Background: an optimization exercise with open tools, aiming at small area. Do not read the settings as production practice. Function was checked by simulation only, so behaviour that the tests miss may differ from the original. Power and IR drop assume default switching activity.

== v39 ==
==> flow/design.v (excerpt) <==
module vesc_can_codec (
    input  wire        clk,
    input  wire        rst,
    input  wire        req_valid,
    output wire        req_ready,
    input  wire [1:0]  req_op,           
    input  wire [15:0] req_node,         
    input  wire [15:0] req_type_id,      
    input  wire [31:0] req_identifier,
    input  wire [7:0]  req_kind,
    input  wire [63:0] req_param,        
    input  wire [63:0] req_vel,          
    input  wire        req_vel_present,
    input  wire        req_store,
    input  wire [3:0]  req_len,
    input  wire [63:0] req_payload,      
    output wire        rsp_valid,
    input  wire        rsp_ready,
    output wire [3:0]  rsp_code,
    output wire [28:0] rsp_identifier,
    output wire [7:0]  rsp_node,
    output wire [7:0]  rsp_type_id,
    output wire [3:0]  rsp_len,
    output wire [63:0] rsp_payload,      
    output wire [31:0] rsp_field0,
    output wire [31:0] rsp_field1,
    output wire [31:0] rsp_field2,
  ...
==> flow/config.mk <==
export PLATFORM = sky130hd
export DESIGN_NAME = vesc_can_codec
export DESIGN_NICKNAME = vesc_can_codec
export VERILOG_FILES = /design/flow/design.v
export SDC_FILE = /design/flow/constraint.sdc
export NUM_CORES = 4
export LEC_CHECK = 0
export ABC_AREA = 1
export CAP_MARGIN = 20
export CORE_MARGIN = 2
export CORE_UTILIZATION = 40
export CTS_BUF_LIST = sky130_fd_sc_hd__clkbuf_8
export CTS_CLUSTER_DIAMETER = 50
export SLEW_MARGIN = 20
==> flow/constraint.sdc <==
create_clock -name core_clock -period 25.0 [get_ports {clk}]
set_input_delay 5.0000 -clock core_clock [delete_from_list [all_inputs] [get_ports {clk}]]
set_output_delay 5.0000 -clock core_clock [all_outputs]
set_load 0.01 [all_outputs]
standard.sh (not shown) runs the stock make flow with config.mk's settings and CLKGATE_MAP_FILE= SYNTH_SCRIPT=/design/flow/synth_recipe.tcl, a recipe that flattens the netlist after the stock synthesis.
==> flow/flow/run.sh <==
#!/bin/bash
# Standard layout, except that the port buffers are the platform's smallest
# buffer (sky130_fd_sc_hd__buf_1) instead of the one buffer_ports picks.
set -euo pipefail
export BUFFER_PORTS_ARGS="-buffer_cell sky130_fd_sc_hd__buf_1"
bash standard.sh > standard.log 2>&1
Inputs modified between v39 and v36:
diff --git a/flow/design.v b/flow/design.v
--- a/flow/design.v
+++ b/flow/design.v
@@ -35,21 +35,20 @@
                      P_FIN  = 3'd4, P_VACC = 3'd5;
     reg        rv;           
     reg [2:0]  ph;           
     reg        pre;          
     reg [63:0] D;            
     reg [15:0] A;            
     reg [3:0]  code;
     reg        X;            
-    reg        l5, l8;       
+    reg        l8;           
     reg [4:0]  cnt;          
     reg        flag;         
     reg        sgn;          
-    reg        vovf;         
     wire [7:0] kind = req_kind;
     wire k1  = (kind == 8'd1);
     wire k3  = (kind == 8'd3);
     wire k4  = (kind == 8'd4);
     wire k68 = (kind == 8'd68);
     wire k72 = (kind == 8'd72);
     wire ki  = k1 | k3 | k4;
     wire kf  = (kind == 8'd64) | (kind == 8'd65) | (kind == 8'd66) | k68 |
@@ -221,16 +220,18 @@
     wire go     = s_idle & req_valid & ~rv;    
     wire t_imm  = go & ~enc_go;                
     wire t_enc  = go & enc_go;                 
     wire t_ild  = t_enc & ki;                  
     wire t_fid  = t_enc & ~ki;                 
     wire t_fld  = t_fid | s_vacc;              
     wire fin_end = ~imode | (cnt == 5'd1);    
     wire t_done = s_fin & ~pre & fin_end;      
+    wire vovf   = (code == C_VALUE);
+    wire t_velo = s_fin & pre & fin_ovf;       
     wire t_vovf = t_done & (fin_ovf | vovf);   
     wire mul_last = (cnt == (A[10] ? 5'd13 : A[9] ? 5'd0 : 5'd6));
     reg [2:0] ph_n;
     always @(*) begin
         case (ph)
         P_IDLE: begin
             ph_n = P_IDLE;
             if (t_ild)
@@ -253,56 +254,52 @@
         ({32{s_mul | s_shf}} & sum[53:22]) |
         ({32{s_fin}} & {imode ? rot_out : sgn, sum[52:22]}) |
         {32{t_ild & i_ovf}} |
         {t_ild & i_min, 31'b0} |
         ({32{t_fld}} & {fl_val, fl_g}) |
         ({32{t_imm}} & req_payload[63:32]);
     wire [31:0] d_lo_n =
         ({32{d_lhold}} & D[31:0]) |
-        ({32{s_mul}} & {sum[21:0], D[10:1]}) |
+        ({32{s_mul}} & {sum[21:0], D[10], 9'b0}) |    
         ({32{t_fid}} & {7'b0, req_store, 24'b0}) |
         ({32{s_vacc}} & D[63:32]) |
         ({32{t_imm}} & req_payload[31:0]);
     wire a_hold = ~(t_imm | t_enc | t_vovf);
     wire [15:0] a_n = ({16{a_hold}} & A) |
                       ({16{t_imm}} & im_A) |
                       ({16{t_enc}} & {kind, req_node[7:0]}) |
                       ({16{t_vovf}} & {12'b0, fld});
-    wire [3:0] code_n = ({4{a_hold}} & code) |
+    wire [3:0] code_n = ({4{a_hold & ~t_velo}} & code) |
                         ({4{t_imm}} & im_code) |
                         ({4{t_enc}} & C_FRAME) |
-                        ({4{t_vovf}} & C_VALUE);
+                        ({4{t_vovf | t_velo}} & C_VALUE);
     wire x_n   = (~(t_imm | t_enc) & X) | (t_imm & im_X);
-    wire l5_n  = (~(t_imm | t_enc) & l5) | (t_enc & k72);
     wire l8_n  = (~(t_imm | t_enc | s_vacc) & l8) | s_vacc;
     wire [4:0] cnt_n = s_mul ? (cnt + 5'd1) :
                        (s_shf | s_fin) ? (cnt - 5'd1) :
                        t_ild ? 5'd0 :
                        s_macc ? i_k : fl_cnt;
     wire flag_n = s_shf  ? (imode ? (flag & D[32]) : (flag | D[32])) :
                   s_fin  ? rot_f :
                   s_macc ? ((&D[31:10]) & (D[63] | D[9])) :
                   t_ild  ? i_ovf : fl_flag;
     wire sgn_n  = (s_shf | s_fin) ? sgn : t_fld ? fl_sgn : req_param[63];
     wire pre_n  = (t_ild & mul_need) | (t_fid & vel_need) |
                   (~(t_ild | t_fid | s_macc | s_vacc) & pre);
-    wire vovf_n = (s_fin & pre) ? fin_ovf : (~t_enc & vovf);
     wire rv_n   = t_imm | t_done | (rv & ~rsp_ready);
     always @(posedge clk) begin
         D     <= {d_hi_n, d_lo_n};
         A     <= a_n;
         code  <= code_n;
         X     <= x_n;
-        l5    <= l5_n;
         l8    <= l8_n;
         cnt   <= cnt_n;
         flag  <= flag_n;
         sgn   <= sgn_n;
-        vovf  <= vovf_n;
         if (rst) begin
             rv  <= 1'b0;
             ph  <= P_IDLE;
             pre <= 1'b0;
         end else begin
             rv  <= rv_n;
             ph  <= ph_n;
             pre <= pre_n;
@@ -318,16 +315,17 @@
     wire c16 = is_rec & ((ty == 8'd16) | (ty == 8'd28));
     wire c27 = is_rec & (ty == 8'd27);
     wire c32 = c9 | c14 | c27;
     assign rsp_valid      = rv;
     assign rsp_code       = code;
     assign rsp_identifier = {13'b0, A & {16{is_id}}};
     assign rsp_node       = A[7:0]  & {8{is_nt}};
     assign rsp_type_id    = A[15:8] & {8{is_nt}};
+    wire l5 = (A[15:8] == 8'd72);             
     assign rsp_len        = is_frame ? (l8 ? 4'd8 : l5 ? 4'd5 : 4'd4) : 4'd0;
     assign rsp_payload    = {D[63:32] & {32{is_frame}},
                              D[31:24] & {8{is_frame & (l5 | l8)}},
                              D[23:0]  & {24{is_frame & l8}}};
     assign rsp_info       = {X, A & {16{code[3]}}};
     assign rsp_field0 = ({32{c32}} & D[63:32]) |
                         ({32{c16}} & {{16{D[63]}}, D[63:48]});
     assign rsp_field1 = ({32{c14}} & D[31:0]) |
--- outcome ---
[compare] base=v39 new=v36: number of buffers and inverters on the critical path went down by 2, data required time of the critical path dropped 0.03 ns. v36 vs v39, area of the core went up by about 1.1%. Share of the clock period used by the worst path: v39 vs v36 — no meaningful difference. Delta (v36 minus v39): die area shows an increase of 2.3%; number of vias in the routed layout shows an increase of 543. Per-cell via count in the routed design in v36 is 1.5% above v39. The effective utilization at floorplan reported for v36 is greater than that of v39 by 0.49 points. Total routed wirelength, v39 and v36: lower on v39. On timing-limited maximum frequency, v39 and v36 are neck and neck. Logic gate share of total power (lower): v39. There was hardly any difference in delay of the slowest cell on the worst path between v39 and v36.

==> what the ideal ports hide <==
Ports are ideal in the flow. The routed layouts listed here were re-timed in OpenROAD. Step 1, drivers: a clkbuf_16 drives clk and a buf_2 each remaining input, both assumed. Step 2 moves the port delays by t, midway between the first and last clock arrival at a register: inputs arrive t later, outputs are due t later. That takes back most of the time a late clock gives input paths. Slacks: ideal / step 1 / step 2; pairs: ideal / step 1.
run	shift t [ns]	slack for setup (ns)	hold WS [ns]	worst setup path at the end	latest minus earliest clock arrival (ns)
v39	0.432	0.873 / 0.887 / 0.455	0.493 / 0.493 / 0.493	input to register	0.016 / 0.016
v36	0.429	0.886 / 0.908 / 0.478	0.501 / 0.501 / 0.501	input to register	0.027 / 0.027
After both steps every run listed still meets setup and hold. The setup slack of v39, which loses most, moves by +0.014 ns with the drivers and by -0.418 ns with both steps.
